This design comes from an exercise in tuning for small area, a short achievable clock period and few clock cycles per item on the open sky130 flow, not from production work.
Only simulation tests tie the RTL to the original design; equivalence was not proved.

==> flow/design.v (outline; a module is shown in full before it is edited, if it fits) <==
// module b85_fa: 10 lines
// module b85_codec: 1100 lines
module b85_codec (
    input  wire        clk,
    input  wire        rst,         
    input  wire        in_valid,
    output wire        in_ready,
    input  wire        in_mode,     
    input  wire [39:0] in_data,
    output wire        out_valid,
    input  wire        out_ready,
    output wire [39:0] out_data,
    output wire [1:0]  out_err
);
  // ...
==> flow/flow/run.sh <==
#!/bin/bash
# Own layout flow: the standard layout (standard.sh) unchanged, except that the
# resizer's timing repair keeps a setup margin (so it also speeds up paths that already
# meet the 30 ns clock) and the ports get buf_2 buffers instead of the resizer's choice.
# The clock, the constraints and the synthesis are the standard ones.
set -euo pipefail
export SETUP_SLACK_MARGIN=22.8
export TNS_END_PERCENT=100
export BUFFER_PORTS_ARGS="-buffer_cell sky130_fd_sc_hd__buf_2"
bash standard.sh > standard.log 2>&1
==> flow/standard.sh <==
#!/bin/bash
# synth_recipe.tcl (not shown) runs the flow's synth.tcl, then flattens the netlist and writes it again
# the make line also repeats each setting of config.mk as NAME=value (left out here)
make -C /OpenROAD-flow-scripts/flow DESIGN_CONFIG=/design/flow/config.mk WORK_HOME=/design/flow/orfs CLKGATE_MAP_FILE= SYNTH_SCRIPT=/design/flow/synth_recipe.tcl "${@:-finish}"
==> flow/config.mk <==
export PLATFORM = sky130hd
export DESIGN_NAME = b85_codec
export DESIGN_NICKNAME = b85_codec
export VERILOG_FILES = /design/flow/design.v
export SDC_FILE = /design/flow/constraint.sdc
export NUM_CORES = 4
export LEC_CHECK = 0
export CAP_MARGIN = 20
export CORE_MARGIN = 2
export CORE_UTILIZATION = 70
export SLEW_MARGIN = 20
export SYNTH_HIERARCHICAL = 1
==> flow/constraint.sdc <==
create_clock -name core_clock -period 30.0 [get_ports {clk}]
set_input_delay 6.0000 -clock core_clock [delete_from_list [all_inputs] [get_ports {clk}]]
set_output_delay 6.0000 -clock core_clock [all_outputs]
set_load 0.01 [all_outputs]
==> flow_summary.toml, run 1 <==
[logic_synthesis]
synth.top_cell.area_share_pct = 32.6
synth_ff_type = "edfxtp_1"
synth_compound_area_share_pct = 11.0
avgSynthCellArea_um2 = 11.6
synth-adder-area-share_pct = 44.7
synth-edff-count = 132
ys_ff_latch = 179

[finish]
drive_gt1_share_pct = 10.5
top_register = "m_p"
largest_reg_flops = 48
clk_share_pct = 2.93
area_growth_pct = 7.56
seq_area_share_pct = 23.8
clkbuf_count = 18
nFillCells = 1808

[placement]
dp_slack_ns = 22.75
placed_cell_area_um2 = 20000

[detailed_routing]
drc = 0
met3_length_mm = 2.67
wl_mm = 42.8
postRouteAntennaNets = 0
met2_length_mm = 20.8
top_layer_used = "met4"

[run_status]
status = "no timing/DRC/antenna violations"

[timing]
min_period_over_period_pct = 23.2
setup_tns_ns = 0
rsz0062_at_grt = "no"

[grt]
grt_usage_pct = 31.7

[clock_network]
path_clk_slew_ns = 0.08
post_cts_resized = 0
clock_sinks = 179

[worst_setup_path]
cp_num_buf_inv = 1
crit_chain = "buf_2"

[floorplanning]
n_tap_cell = 341
Testbench counts, summed over its fixed seeds: cycles 3,224, items 3,200.
==> run 2: changes to the inputs <==
--- a/flow/design.v
+++ b/flow/design.v
@@ -1028,32 +1028,46 @@
         tk = {4'd0, fp} - 7'd85 * fj;
     endfunction
     wire [6:0] t1 = y1[6:0] + tk(f1, f0);
     wire [6:0] t2 = y2[6:0] + tk(f2, f1);
     wire [6:0] t3 = y3[6:0] + tk(f3, f2);
     wire e1 = (t1 >= 7'd85);
     wire e2 = (t2 >= 7'd85) | ((t2 == 7'd84) & e1);
     wire e3 = (t3 >= 7'd85) | ((t3 == 7'd84) & e2);
+    function [7:0] radd;
+        input [7:0] a, b;
+        reg c;
+        integer i;
+        begin
+            c = 1'b0;
+            for (i = 0; i < 8; i = i + 1) begin
+                radd[i] = a[i] ^ b[i] ^ c;
+                c = (a[i] & b[i]) | (c & (a[i] ^ b[i]));
+            end
+        end
+    endfunction
     function [7:0] bk;
         input [6:0] t;
         input ep, ej;
+        reg [7:0] k;
         begin
-            if (ej)      bk = {1'b0, t} + (ep ? 8'd207 : 8'd206);    
-            else if (ep) bk = {1'b0, t} + ((t >= 7'd56) ? 8'd37 : 8'd36);
-            else         bk = {1'b0, t} + ((t >= 7'd57) ? 8'd36 : 8'd35);
+            if (ej)      k = ep ? 8'd207 : 8'd206;                   
+            else if (ep) k = (t >= 7'd56) ? 8'd37 : 8'd36;
+            else         k = (t >= 7'd57) ? 8'd36 : 8'd35;
+            bk = {1'b0, t} + k;
         end
     endfunction
-    wire [7:0] b0 = y0[7:0] + ((y0 >= 9'd255) ? 8'd36 :        
+    wire [7:0] b0 = radd(y0[7:0], (y0 >= 9'd255) ? 8'd36 :        
                                (y0 >= 9'd227) ? 8'd122 :       
                                (y0 >= 9'd170) ? 8'd121 :       
                                (y0 >= 9'd142) ? 8'd207 :       
                                (y0 >= 9'd85)  ? 8'd206 :       
                                (y0 >= 9'd57)  ? 8'd36 : 8'd35);
-    wire [7:0] b1 = bk(t1, 1'b0, e1);
+    wire [7:0] b1 = radd({1'b0, t1}, e1 ? 8'd206 : ((t1 >= 7'd57) ? 8'd36 : 8'd35));
     wire [7:0] b2 = bk(t2, e1, e2);
     wire [7:0] b3 = bk(t3, e2, e3);
     wire [6:0] v4a = y4 + f3;
     wire [6:0] v4b = v4a + 7'd1;
     wire [7:0] b4a = {1'b0, v4a} + ((v4a >= 7'd57) ? 8'd36 : 8'd35);
     wire [7:0] b4b = {1'b0, v4b} + ((v4b >= 7'd57) ? 8'd36 : 8'd35);
     wire [7:0] b4 = e3 ? b4b : b4a;
     wire [39:0] enc = {b4, b3, b2, b1, b0};
==> flow/flow/run.sh (replaced) <==
#!/bin/bash
# Own layout flow: the standard layout (standard.sh) unchanged, except that the
# resizer's timing repair keeps a setup margin (so it also speeds up paths that already
# meet the 30 ns clock) and the ports get buf_2 buffers instead of the resizer's choice.
# The clock, the constraints and the synthesis are the standard ones.
set -euo pipefail
export SETUP_SLACK_MARGIN=23.0
export TNS_END_PERCENT=100
export BUFFER_PORTS_ARGS="-buffer_cell sky130_fd_sc_hd__buf_2"
bash standard.sh > standard.log 2>&1
==> flow/config.mk (replaced) <==
export PLATFORM = sky130hd
export DESIGN_NAME = b85_codec
export DESIGN_NICKNAME = b85_codec
export VERILOG_FILES = /design/flow/design.v
export SDC_FILE = /design/flow/constraint.sdc
export NUM_CORES = 4
export LEC_CHECK = 0
export CAP_MARGIN = 20
export CORE_MARGIN = 2
export CORE_UTILIZATION = 65
export SLEW_MARGIN = 20
export SYNTH_HIERARCHICAL = 1
==> flow_summary.toml, run 2 <==
[run_status]
status = "no timing/DRC/antenna violations"

[worst_setup_path]
slowest_delay_ns = 0.39
cp_num_buf_inv = 1
cp.required_ns = 24.00
cp_max_fo = 1
slowest_stage = "edfxtp_1"
cp-start-kind = "register"
crit_path_end_kind = "primary output"
crit_chain = "buf_2"
arrival_ns = 0.99
crit_family = "flip-flops"
worstSetupPathType = "register to primary output"

[detailed_routing]
dr.pass1.iters = 6
avgViaCountPerCell = 5.87
num_vias = 12789
drt_iter0_drc = 969
wl_mm = 44.2
postRouteAntennaNets = 0
wire_per_inst_um = 20.3
drc = 0

[logic_synthesis]
post_synth_mux_area_share_pct = 1.37
yosysMostFrequentCell = "fa_1"
synthTopCellsByArea = "fa_1, edfxtp_1, ha_1"
synthDistinctLibCells = 77
synthCells = 1641
syn-cell-area_um2 = 19100
synth_ff_type = "edfxtp_1"
yosys.area.top_type = "fa_1"
synth.top_cell.area_share_pct = 33.6
synth_compound_area_share_pct = 11.3
synth-adder-area-share_pct = 45.0
synthesis.nets = 2180
synth_top_family_by_area = "adder cells"
async_reset_ff_share_pct = 0
synth-xor-area-share_pct = 4.88
avgSynthCellArea_um2 = 11.6
yosys_warnings = 7
ys_ff_latch = 179
synth_common_cells = "fa_1, inv_1, ha_1"
synth_simple_gate_area_share_pct = 6.61
synth-edff-count = 132
yosysSeqAreaShare_pct = 25.7

[grt]
overflow = 0
grt_pass1_vias = 13458
grt_first_pass_wirelength_mm = 71.0
grt_antenna_before_repair = 0
grt_usage_pct = 30.5
grt_max_degree = 79

[timing]
setup_tns_ns = 0
final_max_slew_viol_count = 0
finClkSkew_ns = 0.0105
finalCriticalPeriod_ns = 6.99
hold_viol = 0
tightest_slew_ns = 0.946
max-slew-margin-rel_pct = 36.7
worst_slack_ns = 23.01
rsz0062_at_grt = "yes"
fmax_mhz = 143
setup_viol = 0
min_period_over_period_pct = 23.3

[clock_network]
clk_path_buf_depth = 2
clockRootBuffer = "clkbuf_16"
cts_tree = "done"
cts_buffers = 17
htreeDepth = 4
hold_buffers = 0
clock_latency_ns = 0.46
path_clk_slew_ns = 0.07
clock_sinks = 179

[floorplanning]
dieArea_um2 = 30800
floorplan.initialDensity_pct = 66.2
fp.coreArea_um2 = 28900
rows = 62
chipHeight_um = 175
die_w_um = 175
io_pins = 89

[finish]
drive_gt1_share_pct = 13.9
largest_reg_flops = 48
fin_nets = 2322
layout_common_cells = "fa_1, inv_1, ha_1, edfxtp_1, buf_2"
n_antenna_cell = 0
layoutNonFillerInstCount = 2180
finalCoreUtilization_pct = 73.3
multi_input_area_um2 = 13300
nFillCells = 2031
area_growth_pct = 10.7
top_register = "m_p"
final-seq-area_um2 = 4910
final_common_cell = "fa_1"

[worst_hold_path]
hold_path.class = "register to register"

[placement]
io_buffers = 88
dp_slack_ns = 22.56
place_congestion = 1.01
dp_hpwl_mm = 34.6
dp_cells = 2098

[job]
maxCapViolations = 0
==> run 2: final cells by class <==
cell class                 instances  share of cell area, %
timing repair buffer             154                   4.48
tap                              384                   2.27
multi-input combinational       1203                   63.0
inverter                         228                   4.12
clock buffer                      22                   2.40
clock inverter                    10                  0.526
sequential                       179                   23.2
==> run 2: modules after synthesis (local to each module, per instance) <==
module | cells | copies in the design
b85_codec | 1368 | 1
b85_fa | 1 | 273
==> run 2: path summary, 6_finish.rpt <==
kind                   to   startpoint  cells past startpoint  slack, ns
max reg2reg       m_p[25]  ir_data[27]                     18      23.26
min reg2reg           rdy          o_v                      1       0.43
min                   rdy          o_v                      1       0.43
max          out_data[25]   o_data[25]                      1      23.01
==> run 2: kinds of logic (layout without fill, tap and decap cells) <==
kind of cell    after synthesis  in the layout
compound gates              324            324
mux                          24             24
fa+ha+maj                   495            495
simple gates                260            260
xor+xnor                    100            100
buf+inv                     259            414
flops                       179            179
==> run 2: metrics by stage <==
stage	area (µm²)	hold WS (ns)
2_1_floorplan	19100	0.423
5_1_grt	21200	0.455
4_1_cts	20800	0.443
6_report	21200	0.428
3_3_place_gp	20000	0.416
3_5_place_dp	20100	0.428
==> run 2: repair_timing <==
item                                    4_1_cts  5_1_grt
cloned                                        0        0
pin swaps                                     1        0
endpoints found under the setup margin       10       29
hold endpoints to repair                      0        0
gates resized for setup                       2       22
buffers inserted                             10       40
==> run 2: per-layer routing <==
| metal | global-route usage, % | vias up | wire length, µm | part of all wire, % |
|---|---|---|---|---|
| met5 | 0 | - | 0 | 0 |
| met3 | 5.78 | 78 | 2770 | 6.3 |
| met2 | 50.9 | 451 | 21600 | 49 |
| met4 | 11.1 | 0 | 1380 | 3.1 |
| met1 | 40.4 | 6350 | 18400 | 42 |
| li1 | - | 5910 | - | - |
Testbench counts of run 2, summed over its fixed seeds: cycles 3,224, items 3,200.

==> separate check: timing with driven ports <==
How much do the figures lean on ideal ports? The routed layouts below were timed once more, with nothing changed but the port constraints. Step 1 sets driving cells, clkbuf_16 on the clock port and buf_2 on the other inputs (assumed; they add their load-dependent delay and slew). Step 2, shift: input delay + t, output delay - t, t = (earliest + latest rising clock arrival at the registers) / 2. This alone moves slack from input paths to output paths. a / b / c = no drivers / after step 1 / after step 2; a / b = the first two.
| run | shift t [ns] | slack for setup (ns) | worst hold slack (ns) | clock arrival spread, ns |
|---|---|---|---|---|
| run 1 | 0.493 | 23.038 / 22.990 / 22.771 | 0.433 / 0.433 / 0.433 | 0.028 / 0.028 |
| run 2 | 0.504 | 23.009 / 22.956 / 22.769 | 0.428 / 0.428 / 0.428 | 0.011 / 0.011 |
After both steps setup and hold are still met in every run listed. For run 1, which loses most, drivers alone change the setup slack by -0.048 ns; drivers and shift together by -0.267 ns.
